Source: an optimization exercise on an open RTL-to-GDS flow (aim: small area, a short achievable clock period and few clock cycles). Production flows keep margins and buffers that such runs may drop.
Function was checked by simulation only, so behaviour that the tests miss may differ from the original.
Power and IR drop assume default switching activity.

==> flow/design.v <==
module pong_physics (
    input  wire        clk,
    input  wire        rst,
    input  wire        cmd_valid,
    input  wire [39:0] cmd,
    output wire        cmd_ready,
    output reg         resp_valid,
    output reg  [15:0] resp,
    input  wire        tick_req
);
    function [15:0] chain13;
        input [12:0] u;
        reg [1:0] r, rw;
        reg [11:0] q;
        reg n1, n0;
        integer i;
        begin
            r = 2'd0;
            rw = 2'd0;
            q = 12'd0;
            for (i = 12; i >= 0; i = i - 1) begin
                if (i < 12) q[i] = r[1] | (r[0] & u[i]);
                n1 = (r[0] & ~u[i]) | (r[1] & u[i]);
                n0 = (~r[1] & ~r[0] & u[i]) | (r[1] & ~u[i]);
                r = {n1, n0};
                if (i == 3) rw = r;
            end
            chain13 = {rw, r, q};
        end
    endfunction
    function [11:0] chain11;
        input [10:0] u;
        reg [1:0] r;
        reg [9:0] q;
        reg n1, n0;
        integer i;
        begin
            r = 2'd0;
            q = 10'd0;
            for (i = 10; i >= 0; i = i - 1) begin
                if (i < 10) q[i] = r[1] | (r[0] & u[i]);
                n1 = (r[0] & ~u[i]) | (r[1] & u[i]);
                n0 = (~r[1] & ~r[0] & u[i]) | (r[1] & ~u[i]);
                r = {n1, n0};
            end
            chain11 = {r, q};
        end
    endfunction
    function [15:0] radd;
        input [15:0] a;
        input [15:0] b;
        input        ci;
        reg c;
        integer i;
        begin
            c = ci;
            for (i = 0; i < 16; i = i + 1) begin
                radd[i] = a[i] ^ b[i] ^ c;
                c = (a[i] & b[i]) | (a[i] & c) | (b[i] & c);
            end
        end
    endfunction
    function [15:0] radd3;
        input [15:0] a;
        input [15:0] b;
        input [15:0] c;
        input        ci;
        input        ck;
        reg [15:0] s, k;
        begin
            s = a ^ b ^ c;
            k = (a & b) | (a & c) | (b & c);
            radd3 = radd(s, {k[14:0], ck}, ci);
        end
    endfunction
    function [15:0] rneg;
        input [15:0] x;
        reg c;
        integer i;
        begin
            c = 1'b0;
            for (i = 0; i < 16; i = i + 1) begin
                rneg[i] = x[i] ^ c;
                c = c | x[i];
            end
        end
    endfunction
    function [15:0] tdiv4;
        input [15:0] x;
        begin
            tdiv4 = radd({{2{x[15]}}, x[15:2]}, 16'd0, x[15] && (x[1:0] != 2'd0));
        end
    endfunction
    reg [15:0] px, py, vx, vy, spin;
    reg [15:0] pos0, pos1, vr0, vr1;
    reg        vm0, vm1;
    reg [7:0]  sc0, sc1;
    reg        tick_en;
    reg [3:0]  bst;         
    reg [1:0]  ben;         
    reg        bwq;         
    reg        bcr;         
    reg [2:0]  bko;         
    reg        sv;
    reg [15:0] s1r;
    reg [10:0] dvq;
    reg [2:0]  dvk;
    reg        busy;        
    reg        pstep;       
    reg        ptick;
    reg        rst_q;       
    assign cmd_ready = !(rst || busy);
    wire [7:0]  op   = cmd[39:32];
    wire [7:0]  opa  = cmd[31:24];
    wire [7:0]  opb  = cmd[23:16];
    wire [15:0] imm  = cmd[15:0];
    wire        sel  = cmd[24];
    wire acc_cmd  = cmd_valid && !busy;
    wire acc_tick = tick_req && !busy && !cmd_valid && tick_en;
    wire c_step   = acc_cmd && (op == 8'h10);
    wire c_bounce = acc_cmd && (op == 8'h11);
    wire c_walls  = acc_cmd && (op == 8'h12);
    wire c_tick   = acc_cmd && (op == 8'h13);
    wire want_step = acc_tick || c_step || c_tick;
    wire do_step   = (want_step && sv) || pstep;
    wire step_tick = pstep ? ptick : !c_step;
    wire [15:0] vel0 = vm0 ? tdiv4(vr0) : vr0;
    wire [15:0] vel1 = vm1 ? tdiv4(vr1) : vr1;
    wire [15:0] sx   = sv ? s1r : spin;
    wire [15:0] ch1  = chain13({1'b1, ~sx[15], sx[14:4]});
    wire [1:0]  rw   = ch1[15:14];
    wire [1:0]  ra   = ch1[13:12];
    wire [8:0]  qw   = ch1[11:3] ^ 9'h100;           
    wire [10:0] qa   = ch1[10:0];                     
    wire        c1   = sx[15] && !((sx[6:0] == 7'd0) && (rw == 2'd0));
    wire [15:0] s1n  = radd(sx, ~{{7{qw[8]}}, qw}, !c1);            
    wire [15:0] dd16 = radd({12'd0, sx[3:0]}, {7'd0, ~qw}, !c1);
    wire [8:0]  dd   = dd16[8:0];
    reg  [2:0]  kk, kk1;
    reg         z2;
    always @(*) begin
        case ({dd[8:4], ra})
            {5'h1A, 2'd0}: begin kk = 3'h6; kk1 = 3'h7; z2 = 1'b1; end
            {5'h1A, 2'd1}: begin kk = 3'h6; kk1 = 3'h7; z2 = 1'b0; end
            {5'h1A, 2'd2}: begin kk = 3'h6; kk1 = 3'h7; z2 = 1'b0; end
            {5'h1B, 2'd0}: begin kk = 3'h6; kk1 = 3'h7; z2 = 1'b0; end
            {5'h1B, 2'd1}: begin kk = 3'h6; kk1 = 3'h7; z2 = 1'b0; end
            {5'h1B, 2'd2}: begin kk = 3'h7; kk1 = 3'h0; z2 = 1'b1; end
            {5'h1C, 2'd0}: begin kk = 3'h6; kk1 = 3'h7; z2 = 1'b0; end
            {5'h1C, 2'd1}: begin kk = 3'h7; kk1 = 3'h0; z2 = 1'b1; end
            {5'h1C, 2'd2}: begin kk = 3'h7; kk1 = 3'h0; z2 = 1'b0; end
            {5'h1D, 2'd0}: begin kk = 3'h7; kk1 = 3'h0; z2 = 1'b1; end
            {5'h1D, 2'd1}: begin kk = 3'h7; kk1 = 3'h0; z2 = 1'b0; end
            {5'h1D, 2'd2}: begin kk = 3'h7; kk1 = 3'h0; z2 = 1'b0; end
            {5'h1E, 2'd0}: begin kk = 3'h7; kk1 = 3'h0; z2 = 1'b0; end
            {5'h1E, 2'd1}: begin kk = 3'h7; kk1 = 3'h0; z2 = 1'b0; end
            {5'h1E, 2'd2}: begin kk = 3'h0; kk1 = 3'h1; z2 = 1'b1; end
            {5'h1F, 2'd0}: begin kk = 3'h7; kk1 = 3'h0; z2 = 1'b0; end
            {5'h1F, 2'd1}: begin kk = 3'h0; kk1 = 3'h1; z2 = 1'b1; end
            {5'h1F, 2'd2}: begin kk = 3'h0; kk1 = 3'h1; z2 = 1'b0; end
            {5'h00, 2'd0}: begin kk = 3'h0; kk1 = 3'h1; z2 = 1'b1; end
            {5'h00, 2'd1}: begin kk = 3'h0; kk1 = 3'h1; z2 = 1'b0; end
            {5'h00, 2'd2}: begin kk = 3'h0; kk1 = 3'h1; z2 = 1'b0; end
            {5'h01, 2'd0}: begin kk = 3'h0; kk1 = 3'h1; z2 = 1'b0; end
            {5'h01, 2'd1}: begin kk = 3'h0; kk1 = 3'h1; z2 = 1'b0; end
            {5'h01, 2'd2}: begin kk = 3'h1; kk1 = 3'h2; z2 = 1'b1; end
            {5'h02, 2'd0}: begin kk = 3'h0; kk1 = 3'h1; z2 = 1'b0; end
            {5'h02, 2'd1}: begin kk = 3'h1; kk1 = 3'h2; z2 = 1'b1; end
            {5'h02, 2'd2}: begin kk = 3'h1; kk1 = 3'h2; z2 = 1'b0; end
            {5'h03, 2'd0}: begin kk = 3'h1; kk1 = 3'h2; z2 = 1'b1; end
            {5'h03, 2'd1}: begin kk = 3'h1; kk1 = 3'h2; z2 = 1'b0; end
            {5'h03, 2'd2}: begin kk = 3'h1; kk1 = 3'h2; z2 = 1'b0; end
            {5'h04, 2'd0}: begin kk = 3'h1; kk1 = 3'h2; z2 = 1'b0; end
            {5'h04, 2'd1}: begin kk = 3'h1; kk1 = 3'h2; z2 = 1'b0; end
            {5'h04, 2'd2}: begin kk = 3'h2; kk1 = 3'h3; z2 = 1'b1; end
            {5'h05, 2'd0}: begin kk = 3'h1; kk1 = 3'h2; z2 = 1'b0; end
            {5'h05, 2'd1}: begin kk = 3'h2; kk1 = 3'h3; z2 = 1'b1; end
            {5'h05, 2'd2}: begin kk = 3'h2; kk1 = 3'h3; z2 = 1'b0; end
            {5'h06, 2'd0}: begin kk = 3'h2; kk1 = 3'h3; z2 = 1'b1; end
            {5'h06, 2'd1}: begin kk = 3'h2; kk1 = 3'h3; z2 = 1'b0; end
            {5'h06, 2'd2}: begin kk = 3'h2; kk1 = 3'h3; z2 = 1'b0; end
            default: begin kk = 3'd0; kk1 = 3'd1; z2 = 1'b1; end
        endcase
    end
    wire        c2   = sx[15] && !((dd[3:0] == 4'd0) && z2);
    wire [2:0]  dvkn = c2 ? kk1 : kk;
    wire        vxp  = !vx[15] && (vx[14:0] != 15'd0);
    wire [15:0] dq16 = {{5{dvq[10]}}, dvq};
    reg  [2:0]  dkx;
    always @(*) begin
        case ({vxp, dvk})
            4'b1_000: dkx = 3'd0;  4'b1_001: dkx = 3'd1;  4'b1_010: dkx = 3'd2;  4'b1_011: dkx = 3'd3;
            4'b1_110: dkx = 3'h6;  4'b1_111: dkx = 3'h7;
            4'b0_000: dkx = 3'd1;  4'b0_001: dkx = 3'd0;  4'b0_010: dkx = 3'h7;  4'b0_011: dkx = 3'h6;
            4'b0_110: dkx = 3'd3;  4'b0_111: dkx = 3'd2;
            default:  dkx = 3'd0;
        endcase
    end
    wire [15:0] vy1  = vy + (vxp ? dq16 : ~dq16) + {{13{dkx[2]}}, dkx};
    wire [11:0] ch3  = chain11({1'b1, ~vy1[15], vy1[14:6]});
    wire [1:0]  r3   = ch3[11:10];
    wire [9:0]  q3   = ch3[9:0] ^ 10'h200;             
    wire        c3   = vy1[15] && !((vy1[5:0] == 6'd0) && (r3 == 2'd0));
    wire [15:0] st_vy = vy1 + ~{{6{q3[9]}}, q3} + {15'd0, !c3};
    wire [15:0] st_py = py + {{6{st_vy[15]}}, st_vy[15:6]} + {15'd0, st_vy[15] && (st_vy[5:0] != 6'd0)};
    wire [15:0] st_px = radd(px, {{6{vx[15]}}, vx[15:6]}, vx[15] && (vx[5:0] != 6'd0));
    wire        st_pb = (st_px[15:7] == 9'd1) || (st_px[15:7] == 9'd126);
    wire        vsm   = (vy1[15:12] == {4{vy1[15]}});
    wire        near_hi = vsm ? (py[12:6] == 7'h7F) : (py[12:9] == 4'hF);
    wire        near_lo = vsm ? (py[12:6] == 7'h00) : (py[12:9] == 4'h0);
    wire        st_pw = st_px[15] || st_px[14] || (py[15:13] != 3'd0) ||
                        (!vy1[15] && near_hi) || (vy1[15] && near_lo);
    localparam [3:0] B_IDLE = 4'd0, B_HIT = 4'd1, B_VX = 4'd2, B_SP1 = 4'd3, B_SP2 = 4'd4,
                     B_VY3 = 4'd5, B_KICK = 4'd6, B_DIV4 = 4'd7, B_V16 = 4'd8, B_V32 = 4'd9,
                     B_W0 = 4'd10, B_W1 = 4'd11;
    wire psel  = px[13];
    wire bx1   = (px[15:7] == 9'd1);
    wire bx126 = (px[15:7] == 9'd126);
    wire [15:0] b_pos = psel ? pos1 : pos0;
    wire [15:0] b_vel = psel ? vel1 : vel0;
    wire [15:0] b_px  = psel ? {9'd125, px[6:0]} : {9'd2, px[6:0]};
    reg  [15:0] alu_a, alu_b;
    reg         alu_c;
    reg  [3:0]  kmh;                                                        
    always @(*) begin
        case (bko)
            3'd0, 3'd7: kmh = 4'd3;
            3'd1, 3'd6: kmh = 4'd6;
            3'd2, 3'd5: kmh = 4'd9;
            default:    kmh = 4'd12;
        endcase
    end
    wire [15:0] kmag  = {4'd0, kmh, 8'd0};
    always @(*) begin
        alu_a = 16'd0;
        alu_b = 16'd0;
        alu_c = 1'b0;
        case (bst)
            B_HIT:  begin alu_a = {{7{py[15]}}, py[15:7]}; alu_b = ~{{4{b_pos[15]}}, b_pos[15:4]}; alu_c = 1'b1; end
            B_VX:   begin alu_b = ~vx; alu_c = 1'b1; end
            B_SP1:  begin alu_a = spin; alu_b = {b_vel[12:0], 3'd0} ^ {16{psel}}; alu_c = psel; end
            B_SP2:  begin alu_a = spin; alu_b = {b_vel[11:0], 4'd0} ^ {16{psel}}; alu_c = psel; end
            B_VY3:  begin alu_a = vy; alu_b = {vy[14:0], 1'b0}; end
            B_KICK: begin alu_a = vy; alu_b = kmag ^ {16{!bko[2]}}; alu_c = !bko[2]; end
            B_DIV4: begin alu_a = {{2{vy[15]}}, vy[15:2]}; alu_c = vy[15] && (vy[1:0] != 2'd0); end
            B_V16:  begin alu_a = vy; alu_b = {b_vel[11:0], 4'd0}; end
            B_V32:  begin alu_a = vy; alu_b = {b_vel[10:0], 5'd0}; end
            B_W0:   begin alu_b = ~py; alu_c = 1'b1; end
            B_W1:   begin alu_b = ~vy; alu_c = 1'b1; end
            default: ;
        endcase
    end
    wire [15:0] alu = radd(alu_a, alu_b, alu_c);
    wire        pyc    = py[15] && (py[6:0] != 7'd0);
    wire        d_lo   = (alu[15:2] == 14'h3FFF);                            
    wire        d_hi   = (alu[15:2] == 14'h0000);                            
    wire        off_ok = pyc ? (d_lo || (d_hi && alu[1:0] != 2'd3) || (alu[15:3] == 13'h1FFF && alu[2:0] == 3'd3))
                             : (d_lo || d_hi);
    wire [2:0]  o      = {~(alu[2] ^ (pyc && alu[1] && alu[0])), alu[1] ^ (pyc && alu[0]), alu[0] ^ pyc};
    wire        hit    = off_ok && ((bx1 && ben[0]) || (bx126 && ben[1]));
    wire w_act = (bst == B_W0);
    wire hl = w_act && px[15];
    wire hr = w_act && !px[15] && px[14];
    wire hx = hl || hr;
    wire vb = w_act && (py[15:13] != 3'd0);
    wire        nop0   = !sc0[7] && !sc1[7];
    wire [15:0] sc0i16 = radd({9'd0, sc0[6:0]}, 16'd0, 1'b1);
    wire [15:0] sc1i16 = radd({9'd0, sc1[6:0]}, 16'd0, 1'b1);
    wire [7:0]  sc0i   = {1'b1, sc0i16[6:0]};
    wire [7:0]  sc1i   = {1'b1, sc1i16[6:0]};
    reg [3:0] bst_n;
    always @(*) begin
        bst_n = B_IDLE;
        case (bst)
            B_IDLE: begin
                if (do_step && step_tick)
                    bst_n = st_pb ? B_HIT : st_pw ? B_W0 : B_IDLE;
                else if (c_bounce)
                    bst_n = B_HIT;
                else if (c_walls)
                    bst_n = B_W0;
            end
            B_HIT:  bst_n = hit ? B_VX : bwq ? B_W0 : B_IDLE;
            B_V32:  bst_n = bwq ? B_W0 : B_IDLE;
            B_W0:   bst_n = (vb && !hx) ? B_W1 : B_IDLE;
            B_W1:   bst_n = B_IDLE;
            B_VX:   bst_n = B_SP1;
            B_SP1:  bst_n = B_SP2;
            B_SP2:  bst_n = B_VY3;
            B_VY3:  bst_n = B_KICK;
            B_KICK: bst_n = B_DIV4;
            B_DIV4: bst_n = B_V16;
            B_V16:  bst_n = B_V32;
            default: bst_n = B_IDLE;
        endcase
    end
    wire [15:0] s_pos  = sel ? pos1 : pos0;
    wire [15:0] s_vel  = sel ? vel1 : vel0;
    wire [15:0] s_sum  = s_vel + {s_vel[14:0], 1'b0} + ~s_pos + imm + 16'd1;
    reg [15:0] rdb_val, rdp_val;
    always @(*) begin
        case (opa)
            8'd0:    rdb_val = px;
            8'd1:    rdb_val = py;
            8'd2:    rdb_val = vx;
            8'd3:    rdb_val = vy;
            8'd4:    rdb_val = spin;
            default: rdb_val = 16'h0000;
        endcase
        case (opb)
            8'd0:    rdp_val = s_pos;
            8'd1:    rdp_val = s_vel;
            8'd2:    rdp_val = sel ? 16'd126 : 16'd1;
            default: rdp_val = 16'h0000;
        endcase
    end
    wire spin_wr = (bst == B_SP1) || (bst == B_SP2) || hx || rst_q ||
                   (acc_cmd && ((op == 8'h19 && opa == 8'd4) || op == 8'h14));
    wire sv_n  = !spin_wr;
    always @(posedge clk) begin
        if (do_step || !sv) begin
            s1r <= s1n;
            dvq <= qa;
            dvk <= dvkn;
        end
        if (bst == B_HIT)     resp <= {15'd0, hit};
        else if (bst == B_W0) resp <= {15'd0, vb};
        else case (op)
            8'h18:   resp <= rdb_val;
            8'h21:   resp <= {{4{s_pos[15]}}, s_pos[15:4]};
            8'h28:   resp <= rdp_val;
            8'h31:   resp <= {14'd0, sc1[7], sc0[7]};
            8'h38:   resp <= {8'd0, sel ? sc1 : sc0};
            default: resp <= 16'h0000;
        endcase
        rst_q <= rst;
        if (rst) begin
            bst        <= B_IDLE;
            sv         <= 1'b0;
            busy       <= 1'b1;
            pstep      <= 1'b0;
            resp_valid <= 1'b0;
        end else begin
            resp_valid <= (acc_cmd && !c_bounce && !c_walls) ||
                          (bcr && ((bst == B_HIT) || (bst == B_W0)));
            sv   <= sv_n;
            bst  <= bst_n;
            busy  <= (bst_n != B_IDLE) || (want_step && !sv);
            pstep <= want_step && !sv;
            ptick <= !c_step;
            if (bst == B_IDLE) begin
                ben <= c_bounce ? (sel ? 2'b10 : 2'b01) : 2'b11;
                bwq <= st_pw && !c_bounce;
                bcr <= c_bounce || c_walls;
            end
            if (bst == B_HIT) begin
                bko <= o;
                if (hit) px <= b_px;
            end
            case (bst)
                B_VX:   vx <= alu;
                B_SP1, B_SP2: spin <= alu;
                B_VY3, B_KICK, B_DIV4, B_V16, B_V32, B_W1: vy <= alu;
                B_W0: begin
                    if (vb) py <= py[15] ? alu : {3'd0, ~py[12:0]};
                    if (hx) begin vy <= 16'd0; spin <= 16'd0; end
                    if (hl) begin px <= 16'd16128; vx <= 16'hF400; end
                    if (hr) begin px <= 16'd256;   vx <= 16'd3072; end
                    if (hr && nop0) sc0 <= sc0i;
                    if (hl && nop0) sc1 <= sc1i;
                end
                default: ;
            endcase
            if (do_step) begin
                spin <= s1r;
                vy   <= st_vy;
                px   <= st_px;
                py   <= st_py;
            end
            if (acc_cmd) begin
                case (op)
                    8'h01: tick_en <= 1'b1;
                    8'h02: tick_en <= 1'b0;
                    8'h14: begin
                        sc0[7] <= 1'b0;
                        sc1[7] <= 1'b0;
                    end
                    8'h19: begin
                        case (opa)
                            8'd0: px   <= imm;
                            8'd1: py   <= imm;
                            8'd2: vx   <= imm;
                            8'd3: vy   <= imm;
                            8'd4: spin <= imm;
                            default: ;
                        endcase
                    end
                    8'h20: begin
                        if (sel) begin
                            vr1  <= s_sum;
                            vm1  <= 1'b1;
                            pos1 <= imm;
                        end else begin
                            vr0  <= s_sum;
                            vm0  <= 1'b1;
                            pos0 <= imm;
                        end
                    end
                    8'h29: begin
                        if (opb == 8'd0) begin
                            if (sel) pos1 <= imm; else pos0 <= imm;
                        end else if (opb == 8'd1) begin
                            if (sel) begin vr1 <= imm; vm1 <= 1'b0; end
                            else     begin vr0 <= imm; vm0 <= 1'b0; end
                        end
                    end
                    8'h30: begin
                        if (nop0) begin
                            if (sel) sc1 <= sc1i;
                            else     sc0 <= sc0i;
                        end
                    end
                    default: ;
                endcase
            end
        end
        if (rst_q) begin
            sc0     <= 8'h00;
            sc1     <= 8'h00;
            tick_en <= 1'b0;
        end
        if (rst_q || (acc_cmd && op == 8'h14)) begin
            px   <= (sc1[7] && !rst_q) ? 16'd16128 : 16'd256;
            vx   <= (sc1[7] && !rst_q) ? 16'hF400 : 16'd3072;
            py   <= 16'd4096;
            vy   <= 16'd0;
            spin <= 16'd0;
            pos0 <= 16'd512;
            pos1 <= 16'd512;
            vr0  <= 16'd0;
            vr1  <= 16'd0;
        end
    end
endmodule
==> flow/flow/run.sh <==
#!/bin/bash
set -euo pipefail
export BUFFER_PORTS_ARGS="-buffer_cell sky130_fd_sc_hd__buf_2"
bash standard.sh > standard.log 2>&1
==> flow/standard.sh <==
#!/bin/bash
# synth_recipe.tcl (not shown) runs the flow's synth.tcl, then flattens the netlist and writes it again
# the make line also repeats each setting of config.mk as NAME=value (left out here)
make -C /OpenROAD-flow-scripts/flow DESIGN_CONFIG=/design/flow/config.mk WORK_HOME=/design/flow/orfs CLKGATE_MAP_FILE= SYNTH_SCRIPT=/design/flow/synth_recipe.tcl "${@:-finish}"
==> flow/config.mk <==
export PLATFORM = sky130hd
export DESIGN_NAME = pong_physics
export DESIGN_NICKNAME = pong_physics
export VERILOG_FILES = /design/flow/design.v
export SDC_FILE = /design/flow/constraint.sdc
export NUM_CORES = 4
export LEC_CHECK = 0
export ABC_AREA = 1
export CAP_MARGIN = 20
export CORE_MARGIN = 2
export CORE_UTILIZATION = 40
export CTS_CLUSTER_DIAMETER = 100
export CTS_CLUSTER_SIZE = 20
export SLEW_MARGIN = 20
==> flow/constraint.sdc <==
create_clock -name core_clock -period 30.0 [get_ports {clk}]
set_input_delay 6.0000 -clock core_clock [delete_from_list [all_inputs] [get_ports {clk}]]
set_output_delay 6.0000 -clock core_clock [all_outputs]
set_load 0.01 [all_outputs]
==> reports/metrics.cfg, run 1 <==
[status]
status = finished clean

[setup_path]
crit_path_max_incr_delay_ns = 0.71
r2r_cells = 74
worstPathMaxFanout = 14
end_kind = flop
rr_startpoint = vx[3]
worst_path_most_repeated_cell = nand2_1
r2r_setup_slack_ns = 17.10
crit_path_start_kind = flop
slowest_stage = a21oi_1
required_ns = 30.42
reg2reg_to = py[14]
crit_type = reg2reg
cp.arrival_ns = 13.31

[synthesis]
ys_seq_area_frac = 0.2571
syn_area_mm2 = 0.02040
synth_top_cell_area_share = 0.1511
yosys_warnings = 1
netlist_instances = 2842
synth.area.top_cells = dfxtp_1, edfxtp_1, fa_1
synthTopCellsByCount = inv_1, nand2_1, o21ai_0
yosysMostFrequentCell = inv_1
synth.avg_cell_area_um2 = 7.178
ys_ff_latch = 226
mappedNetlistNets = 3089
ys_types = 62
synthArstFlopShare = 0
synth_area_leader_cell = dfxtp_1
ys.flop_type = dfxtp_1
synth_edf_count = 72

[pwr]
p_int_mw = 0.9320
pwr-share-clk = 0.129
p_comb_frac = 0.691
seqPwrFrac = 0.179
p_leak_nw = 9.625
p_sw_mw = 1.037
switching_share = 0.5266
power_density_mw_per_mm2 = 89.89
vdd_ir_drop_max_mv = 0.1436

[layout]
n_antenna_cell = 0
multi_input_area_mm2 = 0.01292
final.fill_count = 5211
nets = 3083
seq_area_mm2 = 0.005245
final_core_util = 0.4357
area.growth.synth_to_final_pct = 7.366
drive_above_1_share = 0.07100

[clock_tree]
cts.sinks = 226
post_cts_resized = 0
clock_path_buffers = 3
cts_tree = yes
postCtsSetupBuffers = 0
cts_root_buf = clkbuf_16
htreeDepth = 1
cts_buffers = 16
clk_latency_ns = 0.56
clk_pin_slew_ns = 0.11
cts_hold_buf = 0

[timing]
finalSetupViolCount = 0
fmax_mhz = 77.55
hold-worst-slack_ns = 0.4768
fin_crit_sh = 0.4298
tightestPinTransition_ns = 1.120
period_needed_ns = 12.90
relSlewSlack = 0.2486
grt_setup_unrepaired = no
fin_setup_tns_ns = 0
slew_violations = 0
hold_violations = 0
fin_skew_ns = 0.03707

[routing]
drc = 0
routed_wl_um = 88510
ant_nets = 0
wl_per_cell_um = 25.17
firstDrtPassIters = 7
drt_iter0_markers = 2168
vias_per_cell = 6.047
vias = 21270

[placement]
dp_hpwl_um = 69080
portBuffers = 61
gp_congestion = 1.017

[global_routing]
grt_pass1_vias = 20010
track_usage = 0.3274
grt_remaining_overflow = 0
grt_pass1_wl_um = 130100
antenna_found_initial = 1
grt_max_degree = 80

[min_path]
whs_path_depth = 2
holdPathEnd = vr1[5]
min_from = vr1[5]
hold_path_class = reg2reg

[die]
core_area_mm2 = 0.05027
die_x_um = 229.8
rows = 82
die_area_mm2 = 0.05282
die_h_um = 229.8
start_util = 0.4058
io_pins = 62

[run]
drv_cap = 0

metrics by stage:
stage	worst slack, ns	cells	area, um^2	total power, mW
6_report	17.10	3517	21900	1.969
5_1_grt	15.80	3517	21900	2.124
4_1_cts	17.18	3517	21900	1.958
3_5_place_dp	17.23	3490	21370	1.701
3_3_place_gp	17.54	3490	21370	1.669
2_1_floorplan	17.80	2842	20400	1.313
cells by family after synthesis:
group / after synthesis / synth area share
DFF: 226 / 0.2571
buffers and inverters: 593 / 0.1098
and+or+nand+nor: 843 / 0.1816
muxes: 9 / 0.004600
xor gates and xnor gates: 66 / 0.02833
adders and majority gates: 203 / 0.1591
AOI/OAI and AO/OA: 902 / 0.2595
power by group through the flow:
stage | registers, mW | clock network (mW) | logic (mW)
6_report | 0.353 | 0.255 | 1.36
5_1_grt | 0.355 | 0.263 | 1.51
4_1_cts | 0.354 | 0.256 | 1.35
3_5_place_dp | 0.361 | 0 | 1.34
3_3_place_gp | 0.361 | 0 | 1.31
2_1_floorplan | 0.355 | 0 | 0.958
cell usage in the layout (no fill, tap or decap), types with 6 or more instances in the layout:
cell type | synthesis | layout
inv_1 | 454 | 453
nand3_2 | 7 | 7
a21oi_1 | 242 | 242
clkbuf_16 | 0 | 17
nand4_1 | 37 | 37
inv_2 | 6 | 7
nor2_1 | 180 | 179
xnor2_1 | 22 | 22
nand3_1 | 98 | 98
o2111ai_1 | 11 | 11
a221oi_1 | 39 | 39
o32ai_1 | 7 | 7
o21bai_1 | 9 | 9
nand2_2 | 23 | 24
a31oi_1 | 6 | 6
a221o_1 | 7 | 7
o22ai_1 | 109 | 109
clkinv_1 | 8 | 8
o221ai_1 | 12 | 12
o211ai_1 | 49 | 49
buf_2 | 2 | 61
or2_2 | 21 | 21
a22oi_1 | 6 | 6
xor2_1 | 44 | 44
buf_4 | 1 | 40
fa_1 | 94 | 94
nor4_1 | 27 | 27
dfxtp_1 | 154 | 154
ha_1 | 109 | 109
mux2i_1 | 6 | 6
a211oi_1 | 25 | 25
edfxtp_1 | 72 | 72
o21ai_0 | 338 | 338
nand2_1 | 406 | 405
o21ai_1 | 7 | 7
nor3_1 | 31 | 31
area by class of cell:
cell class	instances	area share
clock buffers	21	0.02011
well taps	672	0.03839
inverters	468	0.08020
repair buffers	101	0.02765
flip-flops and latches	226	0.2395
clock inverters	6	0.004227
multi-input cells	2023	0.5900
how the worst max path moves through the flow:
| stage | end | slack [ns] | from |
|---|---|---|---|
| after floorplan | cmd_ready | 17.80 | rst |
| after global placement | cmd_ready | 17.54 | rst |
| after detailed placement | py[14] | 17.23 | vx[3] |
| after CTS | py[14] | 17.18 | vx[3] |
| after global routing | py[14] | 15.80 | vx[3] |
| final | py[14] | 17.10 | vx[3] |
worst max-delay path: cells and delay by family, from the launching register on:
family	cells	cell delay, ns
buffers and inverters	9	0.76
AO/OA/AOI/OAI	25	4.54
flip-flops	1	0.46
XOR/XNOR	3	1.50
AND/OR/NAND/NOR	31	3.27
adder cells (fa/ha/maj)	6	2.18
state kept, by name, indices dropped and copies added (netlist names), 11 cells and up:
signal / count
vx: 16
spin: 16
resp: 16
pos1: 16
pos0: 16
s1r: 16
vy: 16
px: 16
py: 16
vr1: 16
vr0: 16
dvq: 11
per-layer routing:
metal  track usage  wire length [um]  share of wire  up-vias
met1        0.4250             36030           0.41    10190
met3       0.05010              7422          0.084      253
li1              -                 -              -     9751
met4        0.1619              4938          0.056        2
met5             0                11        0.00012        -
met2        0.5313             40110           0.45     1073
Testbench counts, summed over its fixed seeds: cycles 32,694.
==> run 2: changes to the inputs <==
--- a/flow/design.v
+++ b/flow/design.v
@@ -184,7 +184,7 @@
     end
     wire        c2   = sx[15] && !((dd[3:0] == 4'd0) && z2);
     wire [2:0]  dvkn = c2 ? kk1 : kk;
-    wire        vxp  = !vx[15] && (vx[14:0] != 15'd0);
+    reg         vxp;
     wire [15:0] dq16 = {{5{dvq[10]}}, dvq};
     reg  [2:0]  dkx;
     always @(*) begin
@@ -212,7 +212,7 @@
                         (!vy1[15] && near_hi) || (vy1[15] && near_lo);
     localparam [3:0] B_IDLE = 4'd0, B_HIT = 4'd1, B_VX = 4'd2, B_SP1 = 4'd3, B_SP2 = 4'd4,
                      B_VY3 = 4'd5, B_KICK = 4'd6, B_DIV4 = 4'd7, B_V16 = 4'd8, B_V32 = 4'd9,
-                     B_W0 = 4'd10, B_W1 = 4'd11;
+                     B_W0 = 4'd10, B_W1 = 4'd11, B_SP3 = 4'd12, B_V48 = 4'd13;
     wire psel  = px[13];
     wire bx1   = (px[15:7] == 9'd1);
     wire bx126 = (px[15:7] == 9'd126);
@@ -239,12 +239,12 @@
             B_HIT:  begin alu_a = {{7{py[15]}}, py[15:7]}; alu_b = ~{{4{b_pos[15]}}, b_pos[15:4]}; alu_c = 1'b1; end
             B_VX:   begin alu_b = ~vx; alu_c = 1'b1; end
             B_SP1:  begin alu_a = spin; alu_b = {b_vel[12:0], 3'd0} ^ {16{psel}}; alu_c = psel; end
-            B_SP2:  begin alu_a = spin; alu_b = {b_vel[11:0], 4'd0} ^ {16{psel}}; alu_c = psel; end
+            B_SP2, B_SP3: begin alu_a = spin; alu_b = {b_vel[12:0], 3'd0} ^ {16{psel}}; alu_c = psel; end
             B_VY3:  begin alu_a = vy; alu_b = {vy[14:0], 1'b0}; end
             B_KICK: begin alu_a = vy; alu_b = kmag ^ {16{!bko[2]}}; alu_c = !bko[2]; end
             B_DIV4: begin alu_a = {{2{vy[15]}}, vy[15:2]}; alu_c = vy[15] && (vy[1:0] != 2'd0); end
             B_V16:  begin alu_a = vy; alu_b = {b_vel[11:0], 4'd0}; end
-            B_V32:  begin alu_a = vy; alu_b = {b_vel[10:0], 5'd0}; end
+            B_V32, B_V48: begin alu_a = vy; alu_b = {b_vel[11:0], 4'd0}; end
             B_W0:   begin alu_b = ~py; alu_c = 1'b1; end
             B_W1:   begin alu_b = ~vy; alu_c = 1'b1; end
             default: ;
@@ -281,16 +281,18 @@
                     bst_n = B_W0;
             end
             B_HIT:  bst_n = hit ? B_VX : bwq ? B_W0 : B_IDLE;
-            B_V32:  bst_n = bwq ? B_W0 : B_IDLE;
+            B_V48:  bst_n = bwq ? B_W0 : B_IDLE;
             B_W0:   bst_n = (vb && !hx) ? B_W1 : B_IDLE;
             B_W1:   bst_n = B_IDLE;
             B_VX:   bst_n = B_SP1;
             B_SP1:  bst_n = B_SP2;
-            B_SP2:  bst_n = B_VY3;
+            B_SP2:  bst_n = B_SP3;
+            B_SP3:  bst_n = B_VY3;
             B_VY3:  bst_n = B_KICK;
             B_KICK: bst_n = B_DIV4;
             B_DIV4: bst_n = B_V16;
             B_V16:  bst_n = B_V32;
+            B_V32:  bst_n = B_V48;
             default: bst_n = B_IDLE;
         endcase
     end
@@ -314,8 +316,10 @@
             default: rdp_val = 16'h0000;
         endcase
     end
-    wire spin_wr = (bst == B_SP1) || (bst == B_SP2) || hx || rst_q ||
-                   (acc_cmd && ((op == 8'h19 && opa == 8'd4) || op == 8'h14));
+    wire cserve  = rst_q ? 1'b0 : hx ? hl : sc1[7];
+    wire spin_wr = (bst == B_SP1) || (bst == B_SP2) || (bst == B_SP3) || hx || rst_q ||
+                   (bst == B_VX) ||
+                   (acc_cmd && ((op == 8'h19 && (opa == 8'd4 || opa == 8'd2)) || op == 8'h14));
     wire sv_n  = !spin_wr;
     always @(posedge clk) begin
         if (do_step || !sv) begin
@@ -334,6 +338,7 @@
             default: resp <= 16'h0000;
         endcase
         rst_q <= rst;
+        vxp   <= !vx[15] && (vx[14:0] != 15'd0);
         if (rst) begin
             bst        <= B_IDLE;
             sv         <= 1'b0;
@@ -359,13 +364,10 @@
             end
             case (bst)
                 B_VX:   vx <= alu;
-                B_SP1, B_SP2: spin <= alu;
-                B_VY3, B_KICK, B_DIV4, B_V16, B_V32, B_W1: vy <= alu;
+                B_SP1, B_SP2, B_SP3: spin <= alu;
+                B_VY3, B_KICK, B_DIV4, B_V16, B_V32, B_V48, B_W1: vy <= alu;
                 B_W0: begin
                     if (vb) py <= py[15] ? alu : {3'd0, ~py[12:0]};
-                    if (hx) begin vy <= 16'd0; spin <= 16'd0; end
-                    if (hl) begin px <= 16'd16128; vx <= 16'hF400; end
-                    if (hr) begin px <= 16'd256;   vx <= 16'd3072; end
                     if (hr && nop0) sc0 <= sc0i;
                     if (hl && nop0) sc1 <= sc1i;
                 end
@@ -429,12 +431,14 @@
             sc1     <= 8'h00;
             tick_en <= 1'b0;
         end
-        if (rst_q || (acc_cmd && op == 8'h14)) begin
-            px   <= (sc1[7] && !rst_q) ? 16'd16128 : 16'd256;
-            vx   <= (sc1[7] && !rst_q) ? 16'hF400 : 16'd3072;
-            py   <= 16'd4096;
+        if (rst_q || (acc_cmd && op == 8'h14) || hx) begin
+            px   <= cserve ? 16'd16128 : 16'd256;
+            vx   <= cserve ? 16'hF400 : 16'd3072;
             vy   <= 16'd0;
             spin <= 16'd0;
+        end
+        if (rst_q || (acc_cmd && op == 8'h14)) begin
+            py   <= 16'd4096;
             pos0 <= 16'd512;
             pos1 <= 16'd512;
             vr0  <= 16'd0;
==> run 2 against run 1 <==
  * Fmax shrank 0.11%
  * Register-to-register slack gained 1.2 ns
  * Area after synthesis grew 0.33%
  * Combinational power grew 26%
  * Sequential share of layout area shrank 0.051 points
  * Clock skew shrank 0.0071 ns
  * Critical path depth shrank 71
  * Critical path type is now in2out
  * Setup slack lost 0.014 ns
  * Clock power grew 2%
  * Non-clock buffer count grew 1
==> reports/metrics.cfg, run 2 <==
[synthesis]
ys_ff_latch = 227  ; +0.44%
synth_top_family_by_area = compound AO/OA/AOI/OAI gates
mappedNetlistNets = 3124  ; +1.1%
ys.flop_type = dfxtp_1
synthTopCellsByCount = inv_1, nand2_1, o21ai_0
synth.area.top_cells = dfxtp_1, edfxtp_1, fa_1
synth-adder-area-share = 0.1586  ; -0.0005155
syn_area_mm2 = 0.02047  ; +0.33%
synth.area.mux_share = 0.002078  ; -0.002521
synth.avg_cell_area_um2 = 7.114  ; -0.90%
synthSimpleGateAreaFrac = 0.1901  ; +0.008459
ys_seq_area_frac = 0.2572  ; about the same
synth_compound_area_frac = 0.2504  ; -0.009094
synthArstFlopShare = 0  ; unchanged
synth_area_leader_cell = dfxtp_1
ys_types = 65  ; +4.8%
netlist_instances = 2877  ; +1.2%
synth_edf_count = 72  ; unchanged
synthXorXnorAreaFrac = 0.02995  ; +0.001620
synth_top_cell_area_share = 0.1516  ; +0.0004885
yosys_warnings = 1  ; unchanged
yosysMostFrequentCell = inv_1

[pwr]
p_leak_nw = 9.610  ; -0.16%
seqPwrFrac = 0.155  ; -0.024
finalPower_mw = 2.335  ; +19%
pwr-share-clk = 0.112  ; -0.017
switching_share = 0.5395  ; +0.01288
vdd_ir_drop_max_mv = 0.1726  ; +20%
p_int_mw = 1.075  ; +15%
p_sw_mw = 1.260  ; +21%
power_density_mw_per_mm2 = 106.0  ; +18%
p_comb_frac = 0.733  ; +0.042

[setup_path]
r2r_cells = 64  ; -14%
worstPathMaxFanout = 26  ; +12
required_ns = 24.00  ; -6.42 ns
rr_startpoint = vxp
endpoint = cmd_ready
crit_path_start_kind = input pin
reg2reg_to = py[14]
worstSetupStartpoint = rst
r2r_setup_slack_ns = 18.27  ; +1.17 ns
cp.arrival_ns = 6.91  ; -6.40 ns
crit_type = in2out
end_kind = output port

[placement]
gp_congestion = 1.027  ; +1.1%
placed_cells = 3522  ; +0.92%
placed_area_mm2 = 0.02144  ; +0.36%
dp_hpwl_um = 68580  ; -0.71%
portBuffers = 61  ; unchanged

[timing]
fin_crit_sh = 0.4303  ; +0.0004767
fin_skew_ns = 0.03002  ; -0.007056 ns
slew_violations = 0  ; unchanged
finalSetupViolCount = 0  ; unchanged
period_needed_ns = 12.91  ; +0.01430 ns
fin_setup_tns_ns = 0  ; unchanged
grt_setup_unrepaired = no
hold-worst-slack_ns = 0.4785  ; +0.001712 ns
relSlewSlack = 0.2534  ; +0.004794
tightestPinTransition_ns = 1.092  ; -0.02791 ns
fmax_mhz = 77.46  ; -0.11%
hold_violations = 0  ; unchanged

[clock_tree]
clk_latency_ns = 0.55  ; about the same
htreeDepth = 1  ; unchanged
cts.sinks = 227  ; +0.44%
clock_path_buffers = 3  ; unchanged
cts_tree = yes
post_cts_resized = 0  ; unchanged
cts_hold_buf = 0  ; unchanged
cts_buffers = 18  ; +2
cts_root_buf = clkbuf_16
postCtsSetupBuffers = 0  ; unchanged
clk_pin_slew_ns = 0.10  ; about the same

[die]
io_pins = 62  ; unchanged
die_x_um = 230.2  ; +0.16%
start_util = 0.4063  ; +0.0004899
die_area_mm2 = 0.05299  ; +0.32%
die_h_um = 230.2  ; +0.16%
rows = 82  ; unchanged
core_area_mm2 = 0.05038  ; +0.20%

[routing]
drc = 0  ; unchanged
ant_nets = 0  ; unchanged
vias_per_cell = 5.885  ; -2.7%
firstDrtPassIters = 7  ; unchanged
routed_wl_um = 88050  ; -0.52%
vias = 20920  ; -1.6%
wl_per_cell_um = 24.77  ; -1.6%
drt_iter0_markers = 2524  ; +16%

[layout]
post-route-cell-area_mm2 = 0.02203  ; +0.59%
nets = 3118  ; +1.1%
fin_cells = 3555  ; +1.1%
drive_above_1_share = 0.07492  ; +0.003920
final.fill_count = 5153  ; -1.1%
final_common_cell = inv_1
area.growth.synth_to_final_pct = 7.654
n_antenna_cell = 0  ; unchanged
final_cell_mix = inv_1, nand2_1, o21ai_0

[global_routing]
track_usage = 0.3272  ; about the same
grt_max_degree = 64  ; -20%
grt_pass1_wl_um = 128800  ; -1.0%
grt_remaining_overflow = 0  ; unchanged
grt_pass1_vias = 19630  ; -1.9%
antenna_found_initial = 6  ; +5

[status]
status = finished clean

[min_path]
hold_path_class = reg2reg

[run]
drv_cap = 0  ; unchanged

-- run 2: cell count changes after synthesis, sizes merged, moves of 11 or more --
cell | before | now
a31oi | 6 | 23
nand2 | 432 | 473
a221oi | 39 | 26
o22ai | 109 | 50
o21ai | 350 | 375
nor2 | 184 | 218
or2 | 21 | 10
a21oi | 242 | 229
-- run 2: area by class of cell --
cell class                 instances  area (um^2)  area share
clock buffer                      24        494.2     0.02243
clock inverter                     8        88.84    0.004032
inverter                         474         1782     0.08086
multi-input combinational       2048        12950      0.5877
sequential                       227         5265      0.2390
tap                              672        840.8     0.03816
timing repair buffer             102        613.1     0.02783
-- run 2: how the worst min path moves through the flow --
stage	from	endpoint	slack, ns	depth (start not counted)
4_1_cts	pos0[12]	pos0[12]	0.47	2
6_report	pos0[12]	pos0[12]	0.48	2
2_1_floorplan	pos0[4]	pos0[4]	0.44	2
5_1_grt	vr0[3]	vr0[3]	0.50	2
3_3_place_gp	pos0[4]	pos0[4]	0.46	2
3_5_place_dp	pos0[12]	pos0[12]	0.46	2
-- run 2: kinds of logic (layout without fill, tap and decap cells) --
| group | Yosys count | count (layout) |
|---|---|---|
| and+or+nand+nor | 897 | 897 |
| xor gates and xnor gates | 70 | 70 |
| AOI/OAI and AO/OA | 874 | 874 |
| muxes | 4 | 4 |
| DFF | 227 | 227 |
| adders and majority gates | 203 | 203 |
| buffers and inverters | 602 | 608 |
-- run 2: power by group through the flow --
stage / combinational, mW / sequential (mW) / clock (mW)
2_1_floorplan: 1.27 / 0.361 / 0
5_1_grt: 1.92 / 0.364 / 0.273
3_5_place_dp: 1.68 / 0.368 / 0
4_1_cts: 1.69 / 0.361 / 0.264
6_report: 1.71 / 0.361 / 0.261
3_3_place_gp: 1.63 / 0.368 / 0
-- run 2: routing by layer --
metal / part of all wire / GRT usage
met1: 0.43 / 0.4589
met2: 0.43 / 0.4944
met3: 0.099 / 0.06572
met4: 0.044 / 0.1246
met5: 0.00014 / 0
-- run 2: critical path: stages --
cell	delay [ns]
buf_2	0.59
nor2_1	0.14
buf_2	0.18
-- run 2: metrics by stage --
step	util	setup WS, ns
after detailed placement	0.4257	17.08
after floorplan	-	17.64
final	0.4374	17.09
after global placement	0.4257	17.13
after global routing	0.4374	17.03
after CTS	0.4372	17.08
Testbench counts of run 2, summed over its fixed seeds: cycles 32,694.
==> run 3: changes to the inputs <==
--- a/flow/design.v
+++ b/flow/design.v
@@ -339,13 +339,7 @@
         endcase
         rst_q <= rst;
         vxp   <= !vx[15] && (vx[14:0] != 15'd0);
-        if (rst) begin
-            bst        <= B_IDLE;
-            sv         <= 1'b0;
-            busy       <= 1'b1;
-            pstep      <= 1'b0;
-            resp_valid <= 1'b0;
-        end else begin
+        begin
             resp_valid <= (acc_cmd && !c_bounce && !c_walls) ||
                           (bcr && ((bst == B_HIT) || (bst == B_W0)));
             sv   <= sv_n;
@@ -426,7 +420,14 @@
                 endcase
             end
         end
+        if (rst || rst_q) begin
+            busy       <= 1'b1;
+            resp_valid <= 1'b0;
+        end
         if (rst_q) begin
+            bst     <= B_IDLE;
+            sv      <= 1'b0;
+            pstep   <= 1'b0;
             sc0     <= 8'h00;
             sc1     <= 8'h00;
             tick_en <= 1'b0;
==> run 3 against run 2 <==
  * Clock power fell by 13%
  * First-iteration DRC count fell by 17%
  * Count of clock-buffer cells in the layout fell by 3
  * Fmax rose by 4.8%
  * Total power fell by 31%
  * Global-route usage fell by 1.3 points
  * Setup slack improved by 0.60 ns
  * Critical path type unchanged
  * Sequential power fell by 5.8%
  * Area after synthesis fell by 3.6%
==> reports/metrics.cfg, run 3 <==
[status]
status = finished clean

[pwr]
p_comb_frac = 0.647  ; -0.086
pwr-share-clk = 0.142  ; +0.030
switching_share = 0.4913  ; -0.04823
p_int_mw = 0.8170  ; -24%
vdd_ir_drop_max_mv = 0.2198  ; +27%
power_density_mw_per_mm2 = 75.61  ; -29%
p_sw_mw = 0.7891  ; -37%
seqPwrFrac = 0.211  ; +0.056
p_leak_nw = 9.266  ; -3.6%
finalPower_mw = 1.606  ; -31%

[min_path]
whs_path_depth = 2  ; unchanged
hold_path_class = reg2reg
min_from = pos0[1]
holdPathEnd = pos0[1]

[clock_tree]
cts.sinks = 227  ; unchanged
clock_path_buffers = 3  ; unchanged
postCtsSetupBuffers = 0  ; unchanged
clk_pin_slew_ns = 0.08  ; -0.02 ns
post_cts_resized = 0  ; unchanged
cts_hold_buf = 0  ; unchanged
cts_tree = yes
htreeDepth = 1  ; unchanged
cts_root_buf = clkbuf_16
cts_buffers = 16  ; -2
clk_latency_ns = 0.53  ; -0.02 ns

[die]
die_h_um = 226.0  ; -1.8%
rows = 81  ; -1.2%
core_area_mm2 = 0.04885  ; -3.0%
die_area_mm2 = 0.05109  ; -3.6%
io_pins = 62  ; unchanged
start_util = 0.4037  ; -0.002595
die_x_um = 226.0  ; -1.8%

[synthesis]
synthSimpleGateAreaFrac = 0.1982  ; +0.008151
synthArstFlopShare = 0  ; unchanged
yosys_warnings = 1  ; unchanged
syn_area_mm2 = 0.01972  ; -3.6%
ys_types = 61  ; -6.2%
synth_top_cell_area_share = 0.1909  ; +0.03924
ys.flop_type = dfxtp_1
yosysMostFrequentCell = nand2_1
netlist_instances = 2801  ; -2.6%
synth.avg_cell_area_um2 = 7.040  ; -1.0%
synth-adder-area-share = 0.1646  ; +0.006007
synthXorXnorAreaFrac = 0.03020  ; +0.0002464
synth.area.top_cells = dfxtp_1, fa_1, nand2_1
synth_compound_area_frac = 0.2418  ; -0.008598
synth.area.mux_share = 0.004822  ; +0.002744
synth_edf_count = 39  ; -46%
synthTopCellsByCount = nand2_1, inv_1, o21ai_0
synth_area_leader_cell = dfxtp_1
synth_top_family_by_area = compound AO/OA/AOI/OAI gates
ys_ff_latch = 227  ; unchanged
mappedNetlistNets = 3048  ; -2.4%
ys_seq_area_frac = 0.2502  ; -0.007006

[routing]
wirelength_met1_um = 33380  ; -12%
met3_wirelength_um = 6607  ; -24%
routed_wl_um = 81500  ; -7.4%
firstDrtPassIters = 6  ; -1
drt_iter0_markers = 2088  ; -17%
ant_nets = 0  ; unchanged
vias = 20280  ; -3.1%
wl_per_cell_um = 23.43  ; -5.4%
top_layer = met5
vias_per_cell = 5.829  ; -0.94%
route.met2.wl_um = 36670  ; -2.4%
drc = 0  ; unchanged

[timing]
relSlewSlack = 0.2119  ; -0.04150
tightestPinTransition_ns = 1.172  ; +0.08072 ns
fin_skew_ns = 0.02810  ; -0.001914 ns
grt_setup_unrepaired = no
fin_crit_sh = 0.4104  ; -0.01988
fin_setup_tns_ns = 0  ; unchanged
hold_violations = 0  ; unchanged
period_needed_ns = 12.31  ; -0.5964 ns
slew_violations = 0  ; unchanged
worst_slack_ns = 17.69  ; +0.5964 ns
finalSetupViolCount = 0  ; unchanged
hold-worst-slack_ns = 0.4576  ; -0.02089 ns
fmax_mhz = 81.21  ; +4.8%

[placement]
placed_area_mm2 = 0.02074  ; -3.3%
place_ws_ns = 17.68  ; +0.6000 ns
gp_congestion = 1.057  ; +2.8%
placed_cells = 3451  ; -2.0%
portBuffers = 61  ; unchanged
dp_hpwl_um = 64140  ; -6.5%

[setup_path]
crit_path_start_kind = input pin
reg2reg_to = py[14]
cp.arrival_ns = 6.31  ; -0.60 ns
crit_type = in2out
r2r_setup_slack_ns = 18.70  ; +0.43 ns
r2r_cells = 70  ; +9.4%
worstPathMaxFanout = 3  ; -88%
rr_startpoint = vxp
end_kind = output port
required_ns = 24.00  ; about the same

[layout]
fin_cells = 3478  ; -2.2%
final_core_util = 0.4348  ; -0.002546
final_cell_mix = nand2_1, inv_1, o21ai_0
final_common_cell = nand2_1
area.growth.synth_to_final_pct = 7.715  ; about the same
drive_above_1_share = 0.07145  ; -0.003468
post-route-cell-area_mm2 = 0.02124  ; -3.6%
nets = 3052  ; -2.1%

[global_routing]
grt_pass1_vias = 18750  ; -4.5%
grt_remaining_overflow = 0  ; unchanged
track_usage = 0.3138  ; -0.01348
grt_pass1_wl_um = 119200  ; -7.5%
grt_max_degree = 76  ; +19%
antenna_found_initial = 2  ; -4

[run]
drv_cap = 0  ; unchanged

-- run 3: changes by cell type in the layout (fill, tap and decap cells not counted), sizes merged, moves of 9 or more --
cell | previous run | this run
edfxtp | 72 | 39
or2 | 10 | 22
inv | 472 | 457
a21oi | 229 | 201
o21ai | 375 | 344
nor2 | 218 | 193
o211ai | 50 | 41
o32ai | 16 | 3
dfxtp | 155 | 188
a31oi | 23 | 34
nand2 | 473 | 484
o22ai | 50 | 30
-- run 3: critical path: stages --
cell and delay, ns:
buf_2 0.11, nor2_1 0.07, buf_2 0.13
-- run 3: cells by family (layout without fill, tap and decap cells) --
logic type | Yosys count | in the layout
AO/OA/AOI/OAI | 811 | 811
flip-flops | 227 | 227
XOR/XNOR | 68 | 68
adder cells (fa/ha/maj) | 203 | 203
other | 0 | 1
AND/OR/NAND/NOR | 907 | 907
multiplexers | 9 | 9
buffers and inverters | 576 | 588
-- run 3: cell type report --
cell class              count  area, um^2
clock buffers              21       440.4
diodes                      1       2.502
fillers                  5145       27610
multi-input cells        1998       12660
clock inverters             5       40.04
repair buffers            100       598.1
flip-flops and latches    227        4936
well taps                 664       830.8
inverters                 462        1734
-- run 3: worst max-delay path by stage --
stage | slack, ns | end | start
floorplan | 17.84 | cmd_ready | rst
global placement | 17.66 | cmd_ready | rst
CTS | 17.68 | cmd_ready | rst
global route | 17.58 | py[14] | vxp
detailed placement | 17.68 | cmd_ready | rst
finish | 17.69 | cmd_ready | rst
-- run 3: metal layers --
layer  vias up  track usage
met3       211      0.04853
li1       9454            -
met1      9673       0.4081
met5         -            0
met4         2       0.1579
met2       935       0.5058
-- run 3: power groups by stage --
| stage | sequential [mW] | clock [mW] | combinational (mW) |
|---|---|---|---|
| 2_1_floorplan | 0.343 | 0 | 0.774 |
| 3_3_place_gp | 0.346 | 0 | 0.988 |
| 3_5_place_dp | 0.346 | 0 | 1.03 |
| 4_1_cts | 0.339 | 0.231 | 1.04 |
| 5_1_grt | 0.341 | 0.239 | 1.16 |
| 6_report | 0.340 | 0.228 | 1.04 |
Testbench counts of run 3, summed over its fixed seeds: cycles 32,694.
==> run 4: changes to the inputs <==
--- a/flow/design.v
+++ b/flow/design.v
@@ -86,14 +86,14 @@
         end
     endfunction
     function [15:0] tdiv4;
-        input [15:0] x;
+        input [17:0] x;
         begin
-            tdiv4 = radd({{2{x[15]}}, x[15:2]}, 16'd0, x[15] && (x[1:0] != 2'd0));
+            tdiv4 = radd(x[17:2], 16'd0, x[17] && (x[1:0] != 2'd0));
         end
     endfunction
     reg [15:0] px, py, vx, vy, spin;
-    reg [15:0] pos0, pos1, vr0, vr1;
-    reg        vm0, vm1;
+    reg [15:0] pos0, pos1;
+    reg [17:0] vr0, vr1;    
     reg [7:0]  sc0, sc1;
     reg        tick_en;
     reg [3:0]  bst;         
@@ -124,8 +124,8 @@
     wire want_step = acc_tick || c_step || c_tick;
     wire do_step   = (want_step && sv) || pstep;
     wire step_tick = pstep ? ptick : !c_step;
-    wire [15:0] vel0 = vm0 ? tdiv4(vr0) : vr0;
-    wire [15:0] vel1 = vm1 ? tdiv4(vr1) : vr1;
+    wire [15:0] vel0 = tdiv4(vr0);
+    wire [15:0] vel1 = tdiv4(vr1);
     wire [15:0] sx   = sv ? s1r : spin;
     wire [15:0] ch1  = chain13({1'b1, ~sx[15], sx[14:4]});
     wire [1:0]  rw   = ch1[15:14];
@@ -393,12 +393,10 @@
                     end
                     8'h20: begin
                         if (sel) begin
-                            vr1  <= s_sum;
-                            vm1  <= 1'b1;
+                            vr1  <= {{2{s_sum[15]}}, s_sum};
                             pos1 <= imm;
                         end else begin
-                            vr0  <= s_sum;
-                            vm0  <= 1'b1;
+                            vr0  <= {{2{s_sum[15]}}, s_sum};
                             pos0 <= imm;
                         end
                     end
@@ -406,8 +404,8 @@
                         if (opb == 8'd0) begin
                             if (sel) pos1 <= imm; else pos0 <= imm;
                         end else if (opb == 8'd1) begin
-                            if (sel) begin vr1 <= imm; vm1 <= 1'b0; end
-                            else     begin vr0 <= imm; vm0 <= 1'b0; end
+                            if (sel) vr1 <= {imm, 2'b00};
+                            else     vr0 <= {imm, 2'b00};
                         end
                     end
                     8'h30: begin
@@ -442,8 +440,8 @@
             py   <= 16'd4096;
             pos0 <= 16'd512;
             pos1 <= 16'd512;
-            vr0  <= 16'd0;
-            vr1  <= 16'd0;
+            vr0  <= 18'd0;
+            vr1  <= 18'd0;
         end
     end
 endmodule
==> run 4 against run 3 <==
  * Count of clock-buffer cells in the layout decreased by 3
  * Largest power group unchanged
  * Setup slack improved by 0.0072 ns
  * Non-clock buffer count increased by 6
  * Critical path type unchanged
  * Final cell count decreased by 1.4%
  * Synthesized cell count decreased by 0.46%
  * Fmax about the same
  * Register-to-register slack got worse by 0.54 ns
  * Area after synthesis decreased by 0.79%
  * Sequential power about the same
==> reports/metrics.cfg, run 4 <==
[setup_path]
cpLargestDelayFamily = buffers and inverters
crit_chain = buf_2, nor2_1, buf_2
worstPathMaxFanout = 3  ; unchanged
slowest_stage = buf_2
path_depth = 3  ; unchanged
worstSetupStartpoint = rst
cp.arrival_ns = 6.31  ; about the same
worst_path_most_repeated_cell = buf_2
rr_startpoint = vxp
end_kind = output port
crit_path_max_incr_delay_ns = 0.13  ; about the same
r2r_cells = 69  ; -1.4%
required_ns = 24.00  ; about the same
crit_buf_inv = 2  ; unchanged
crit_type = in2out
crit_path_start_kind = input pin

[routing]
vias_per_cell = 5.862  ; +0.55%
routed_wl_um = 83210  ; +2.1%
drc = 0  ; unchanged
firstDrtPassIters = 6  ; unchanged
drt_iter0_markers = 1938  ; -7.2%
vias = 20110  ; -0.81%
wl_per_cell_um = 24.25  ; +3.5%
ant_nets = 0  ; unchanged

[synthesis]
ys_seq_area_frac = 0.2532  ; +0.003008
ys_types = 55  ; -9.8%
synth.avg_cell_area_um2 = 7.018  ; -0.32%
synthTopCellsByCount = nand2_1, inv_1, o21ai_0
syn_area_mm2 = 0.01957  ; -0.79%
synth_top_cell_area_share = 0.1965  ; +0.005606
mappedNetlistNets = 3037  ; -0.36%
yosys_warnings = 1  ; unchanged
synthArstFlopShare = 0  ; unchanged
synth.area.top_cells = dfxtp_1, nand2_1, fa_1
yosysMostFrequentCell = nand2_1
netlist_instances = 2788  ; -0.46%
synth_area_leader_cell = dfxtp_1
ys.flop_type = dfxtp_1
ys_ff_latch = 229  ; +0.88%
synth_edf_count = 37  ; -5.1%

[clock_tree]
clock_path_buffers = 3  ; unchanged
postCtsSetupBuffers = 0  ; unchanged
htreeDepth = 1  ; unchanged
clk_pin_slew_ns = 0.08  ; about the same
clk_latency_ns = 0.56  ; +0.03 ns
post_cts_resized = 0  ; unchanged
cts.sinks = 229  ; +0.88%
cts_tree = yes
cts_root_buf = clkbuf_16
cts_buffers = 17  ; +1
cts_hold_buf = 0  ; unchanged

[min_path]
min_from = vr0[0]
whs_path_depth = 2  ; unchanged
hold_path_class = reg2reg

[timing]
period_needed_ns = 12.31  ; -0.007200 ns
fmax_mhz = 81.26  ; about the same
relSlewSlack = 0.2487  ; +0.03682
grt_setup_unrepaired = no
hold_violations = 0  ; unchanged
fin_setup_tns_ns = 0  ; unchanged
finalSetupViolCount = 0  ; unchanged
fin_crit_sh = 0.4102  ; about the same
hold-worst-slack_ns = 0.4670  ; +0.009417 ns
slew_violations = 0  ; unchanged
tightestPinTransition_ns = 1.099  ; -0.07388 ns
fin_skew_ns = 0.04676  ; +0.01866 ns

[pwr]
vdd_ir_drop_max_mv = 0.2413  ; +9.8%
power_density_mw_per_mm2 = 74.48  ; -1.5%
p_leak_nw = 9.422  ; +1.7%

[global_routing]
track_usage = 0.3247  ; +0.01090
antenna_found_initial = 2  ; unchanged
grt_max_degree = 62  ; -18%
grt_pass1_vias = 18990  ; +1.3%
grt_remaining_overflow = 0  ; unchanged
grt_pass1_wl_um = 122200  ; +2.6%

[die]
io_pins = 62  ; unchanged
die_h_um = 225.2  ; -0.39%
core_area_mm2 = 0.04865  ; -0.41%
die_area_mm2 = 0.05070  ; -0.77%
start_util = 0.4022  ; -0.001507
rows = 81  ; unchanged
die_x_um = 225.2  ; -0.39%

[layout]
drive_above_1_share = 0.07227  ; +0.0008137
area.growth.synth_to_final_pct = 7.815  ; about the same
nets = 3051  ; -0.033%
post-route-cell-area_mm2 = 0.02109  ; -0.69%
final_common_cell = nand2_1
n_antenna_cell = 0  ; -1
final_core_util = 0.4336  ; -0.001223
final_cell_mix = nand2_1, inv_1, o21ai_0
final.fill_count = 5122  ; -0.45%
largest_registers = vr0 (18), vr1 (18)

[placement]
dp_hpwl_um = 65330  ; +1.9%
placed_area_mm2 = 0.02059  ; -0.72%
portBuffers = 61  ; unchanged
gp_congestion = 1.047  ; -0.93%

[run]
drv_cap = 0  ; unchanged

[status]
status = finished clean

-- run 4: cell count changes after synthesis, sizes merged, moves of 7 or more --
cell	before	now
nand2	484	523
nor3b	8	0
o211ai	41	48
o31ai	15	3
inv	454	431
o21ai	344	298
nand4	32	39
a22oi	10	2
a21oi	201	167
nor3	37	45
nor2	193	246
-- run 4: metrics by stage --
step           power, mW  worst slack, ns  instances
2_1_floorplan      1.099            17.84       2788
3_3_place_gp       1.293            17.68       3405
3_5_place_dp       1.331            17.69       3405
4_1_cts            1.572            17.69       3431
5_1_grt            1.727            16.85       3431
6_report           1.571            17.69       3431
-- run 4: worst paths after layout --
check | to | slack [ns]
worst max-delay path | cmd_ready | 17.69
worst min-delay path | vr0[0] | 0.47
worst max register to register | py[14] | 18.16
worst min register to register | vr0[0] | 0.47
-- run 4: final cells by class --
type / count / area [um^2] / share of cell area
timing repair buffer: 106 / 643.1 / 0.03049
clock inverter: 8 / 73.82 / 0.003500
tap: 622 / 778.2 / 0.03689
inverter: 436 / 1637 / 0.07758
multi-input combinational: 2012 / 12580 / 0.5963
clock buffer: 18 / 429.2 / 0.02035
sequential: 229 / 4955 / 0.2349
-- run 4: per-layer routing --
metal	vias up	wire (um)	part of all wire	global-route usage
li1	9396	-	-	-
met1	9657	33710	0.41	0.4117
met2	854	37910	0.46	0.5355
met3	200	6328	0.076	0.04824
met4	4	5238	0.063	0.1686
met5	-	27	0.00032	0
-- run 4: power breakdown --
| group | internal [mW] | switching [mW] | total (mW) |
|---|---|---|---|
| Combinational | 0.363 | 0.627 | 0.990 |
| Sequential | 0.333 | 0.00859 | 0.342 |
| Clock | 0.108 | 0.132 | 0.239 |
| Total | 0.804 | 0.767 | 1.57 |
-- run 4: cells by family after synthesis --
logic type | synth area share
AND/OR/NAND/NOR | 0.2217
AO/OA/AOI/OAI | 0.2223
buffers and inverters | 0.1051
flip-flops | 0.2532
adder cells (fa/ha/maj) | 0.1672
XOR/XNOR | 0.02999
multiplexers | 0.0005116
-- run 4: worst register-to-register path: cells and delay by family (launching register included) --
kind / cells / cell delay (ns)
XOR/XNOR: 1 / 0.65
buffers and inverters: 10 / 1.21
AND/OR/NAND/NOR: 28 / 2.97
flip-flops: 1 / 0.72
adder cells (fa/ha/maj): 6 / 2.48
AO/OA/AOI/OAI: 24 / 3.71
Testbench counts of run 4, summed over its fixed seeds: cycles 32,694.
==> run 5: changes to the inputs <==
==> flow/flow/run.sh (replaced) <==
#!/bin/bash
set -euo pipefail
export BUFFER_PORTS_ARGS="-buffer_cell sky130_fd_sc_hd__buf_1"
bash standard.sh > standard.log 2>&1
==> run 5 against run 4 <==
  * Still clean on timing, DRC and antenna
  * Final area is 0.20% lower
  * Sequential power hardly changed
  * Count of clock-buffer cells in the layout is 3 higher
  * Worst hold slack better by 0.0053 ns
  * Sequential cell count stayed put
  * Clock power is 2% lower
  * Setup slack worse by 0.018 ns
  * Critical endpoint unchanged
  * Largest power group unchanged
==> reports/metrics.cfg, run 5 <==
[synthesis]
synth.area.top_cells = dfxtp_1, nand2_1, fa_1
synth_top_cell_area_share = 0.1965  ; unchanged
synthTopCellsByCount = nand2_1, inv_1, o21ai_0
ys.flop_type = dfxtp_1
synthArstFlopShare = 0  ; unchanged
ys_types = 55  ; unchanged
synth.avg_cell_area_um2 = 7.018  ; unchanged
ys_ff_latch = 229  ; unchanged
synth_area_leader_cell = dfxtp_1
yosys_warnings = 1  ; unchanged
mappedNetlistNets = 3037  ; unchanged
syn_area_mm2 = 0.01957  ; unchanged
ys_seq_area_frac = 0.2532  ; unchanged
netlist_instances = 2788  ; unchanged
synth_edf_count = 37  ; unchanged
yosysMostFrequentCell = nand2_1

[placement]
placed_area_mm2 = 0.02058  ; about the same
dp_hpwl_um = 64240  ; -1.7%
portBuffers = 61  ; unchanged
gp_congestion = 1.044  ; -0.30%

[pwr]
p_int_mw = 0.8047  ; +0.11%
pwr-share-clk = 0.149  ; -0.003
p_leak_nw = 9.254  ; -1.8%
p_comb_frac = 0.633  ; +0.003
power_density_mw_per_mm2 = 74.52  ; about the same
p_sw_mw = 0.7641  ; -0.39%
switching_share = 0.4871  ; -0.001251
vdd_ir_drop_max_mv = 0.2609  ; +8.1%
seqPwrFrac = 0.218  ; about the same

[setup_path]
slowest_stage = buf_1
crit_path_start_kind = input pin
reg2reg_to = py[14]
r2r_cells = 70  ; +1.4%
cp.arrival_ns = 6.32  ; about the same
required_ns = 24.00  ; about the same
crit_chain = buf_1, nor2_1, buf_1
endpoint = cmd_ready
end_kind = output port
cpLargestDelayFamily = buffers and inverters
r2r_setup_slack_ns = 18.51  ; +0.35 ns
worstSetupStartpoint = rst
path_depth = 3  ; unchanged
rr_startpoint = vxp
worst_path_most_repeated_cell = buf_1
crit_buf_inv = 2  ; unchanged
worstPathMaxFanout = 3  ; unchanged
crit_path_max_incr_delay_ns = 0.16  ; +0.03 ns
crit_type = in2out

[routing]
drc = 0  ; unchanged
routed_wl_um = 81760  ; -1.7%
vias_per_cell = 5.799  ; -1.1%
drt_iter0_markers = 1705  ; -12%
ant_nets = 0  ; unchanged
firstDrtPassIters = 6  ; unchanged
wl_per_cell_um = 23.78  ; -1.9%
vias = 19940  ; -0.86%

[global_routing]
track_usage = 0.3206  ; -0.004111
grt_remaining_overflow = 0  ; unchanged
grt_max_degree = 58  ; -6.5%
grt_pass1_wl_um = 121300  ; -0.78%
grt_pass1_vias = 18960  ; -0.17%
antenna_found_initial = 1  ; -1

[clock_tree]
htreeDepth = 1  ; unchanged
clk_pin_slew_ns = 0.09  ; about the same
postCtsSetupBuffers = 0  ; unchanged
cts_tree = yes
cts_hold_buf = 0  ; unchanged
clock_path_buffers = 3  ; unchanged
cts_root_buf = clkbuf_16
clk_latency_ns = 0.53  ; -0.03 ns
cts.sinks = 229  ; unchanged
cts_buffers = 16  ; -1
post_cts_resized = 0  ; unchanged

[status]
status = finished clean

[layout]
final_cell_mix = nand2_1, inv_1, o21ai_0
n_antenna_cell = 0  ; unchanged
post-route-cell-area_mm2 = 0.02105  ; -0.20%
nets = 3059  ; +0.26%
area.growth.synth_to_final_pct = 7.604
drive_above_1_share = 0.05185  ; -0.02042
final_common_cell = nand2_1
largest_registers = vr0 (18), vr1 (18)

[timing]
slew_violations = 0  ; unchanged
relSlewSlack = 0.1781  ; -0.07059
fin_crit_sh = 0.4108  ; +0.0006000
tightestPinTransition_ns = 1.214  ; +0.1151 ns
finalSetupViolCount = 0  ; unchanged
hold_violations = 0  ; unchanged
grt_setup_unrepaired = no
fin_setup_tns_ns = 0  ; unchanged
fin_skew_ns = 0.02242  ; -0.02434 ns
period_needed_ns = 12.32  ; +0.01800 ns
fmax_mhz = 81.14  ; -0.15%

[die]
start_util = 0.4022  ; unchanged
die_h_um = 225.2  ; unchanged
core_area_mm2 = 0.04865  ; unchanged
die_area_mm2 = 0.05070  ; unchanged
die_x_um = 225.2  ; unchanged
rows = 81  ; unchanged
io_pins = 62  ; unchanged

[run]
drv_cap = 0  ; unchanged

[min_path]
hold_path_class = reg2reg

run 5: cell counts after synthesis:
No cell type changed its count.
run 5: per-layer routing:
metal / GRT usage / part of all wire
met2: 0.5226 / 0.45
met1: 0.4097 / 0.41
met5: 0 / 0.00020
met3: 0.04628 / 0.071
met4: 0.1733 / 0.064
run 5: kinds of logic (layout without fill, tap and decap cells):
family	count (synthesis)	count (layout)	synth area share
compound gates	728	728	0.2223
simple gates	1011	1011	0.2217
buf+inv	547	575	0.1051
mux	1	1	0.0005116
flops	229	229	0.2532
xor+xnor	67	67	0.02999
fa+ha+maj	205	205	0.1672
run 5: worst min-delay path: stages, from the launching register on:
cell,delay [ns]
dfxtp_1,0.32
nand2_1,0.06
a21oi_1,0.05
run 5: final cells by class:
type	instances	area, um^2
clock buffers	21	440.4
clock inverters	3	36.28
fillers	5072	27590
multi-input cells	2012	12570
well taps	622	778.2
flip-flops and latches	229	4955
inverters	436	1637
repair buffers	115	635.6
run 5: power groups by stage:
stage / logic (mW) / registers [mW] / clock network (mW)
finish: 0.993 / 0.342 / 0.234
global route: 1.13 / 0.344 / 0.247
CTS: 0.990 / 0.342 / 0.237
detailed placement: 0.985 / 0.349 / 0
global placement: 0.940 / 0.349 / 0
floorplan: 0.754 / 0.345 / 0
run 5: stage by stage:
stage / instances / hold slack [ns] / total power [mW] / utilization / setup WS, ns
after global placement: 3414 / 0.4515 / 1.289 / 0.4230 / 17.66
after global routing: 3438 / 0.5016 / 1.721 / 0.4328 / 17.34
after CTS: 3438 / 0.4732 / 1.569 / 0.4328 / 17.67
after detailed placement: 3414 / 0.4589 / 1.334 / 0.4230 / 17.67
after floorplan: 2788 / 0.4409 / 1.099 / - / 17.84
final: 3438 / 0.4724 / 1.569 / 0.4328 / 17.68
run 5: worst min-delay path by stage:
stage	slack, ns	start	endpoint	cells past startpoint
after floorplan	0.44	vr0[1]	vr0[1]	2
after global placement	0.45	vr0[1]	vr0[1]	2
after global routing	0.50	vr0[0]	vr0[0]	2
after CTS	0.47	vr0[0]	vr0[0]	2
after detailed placement	0.46	vr0[0]	vr0[0]	2
final	0.47	vr0[0]	vr0[0]	2

Setup slack of run 5, layout unchanged: 17.676 ns with ideal ports, 17.654 ns with driving cells assumed (clock clkbuf_16, inputs buf_2), 17.654 ns with port delays also shifted by the 0.583 ns mid clock arrival.
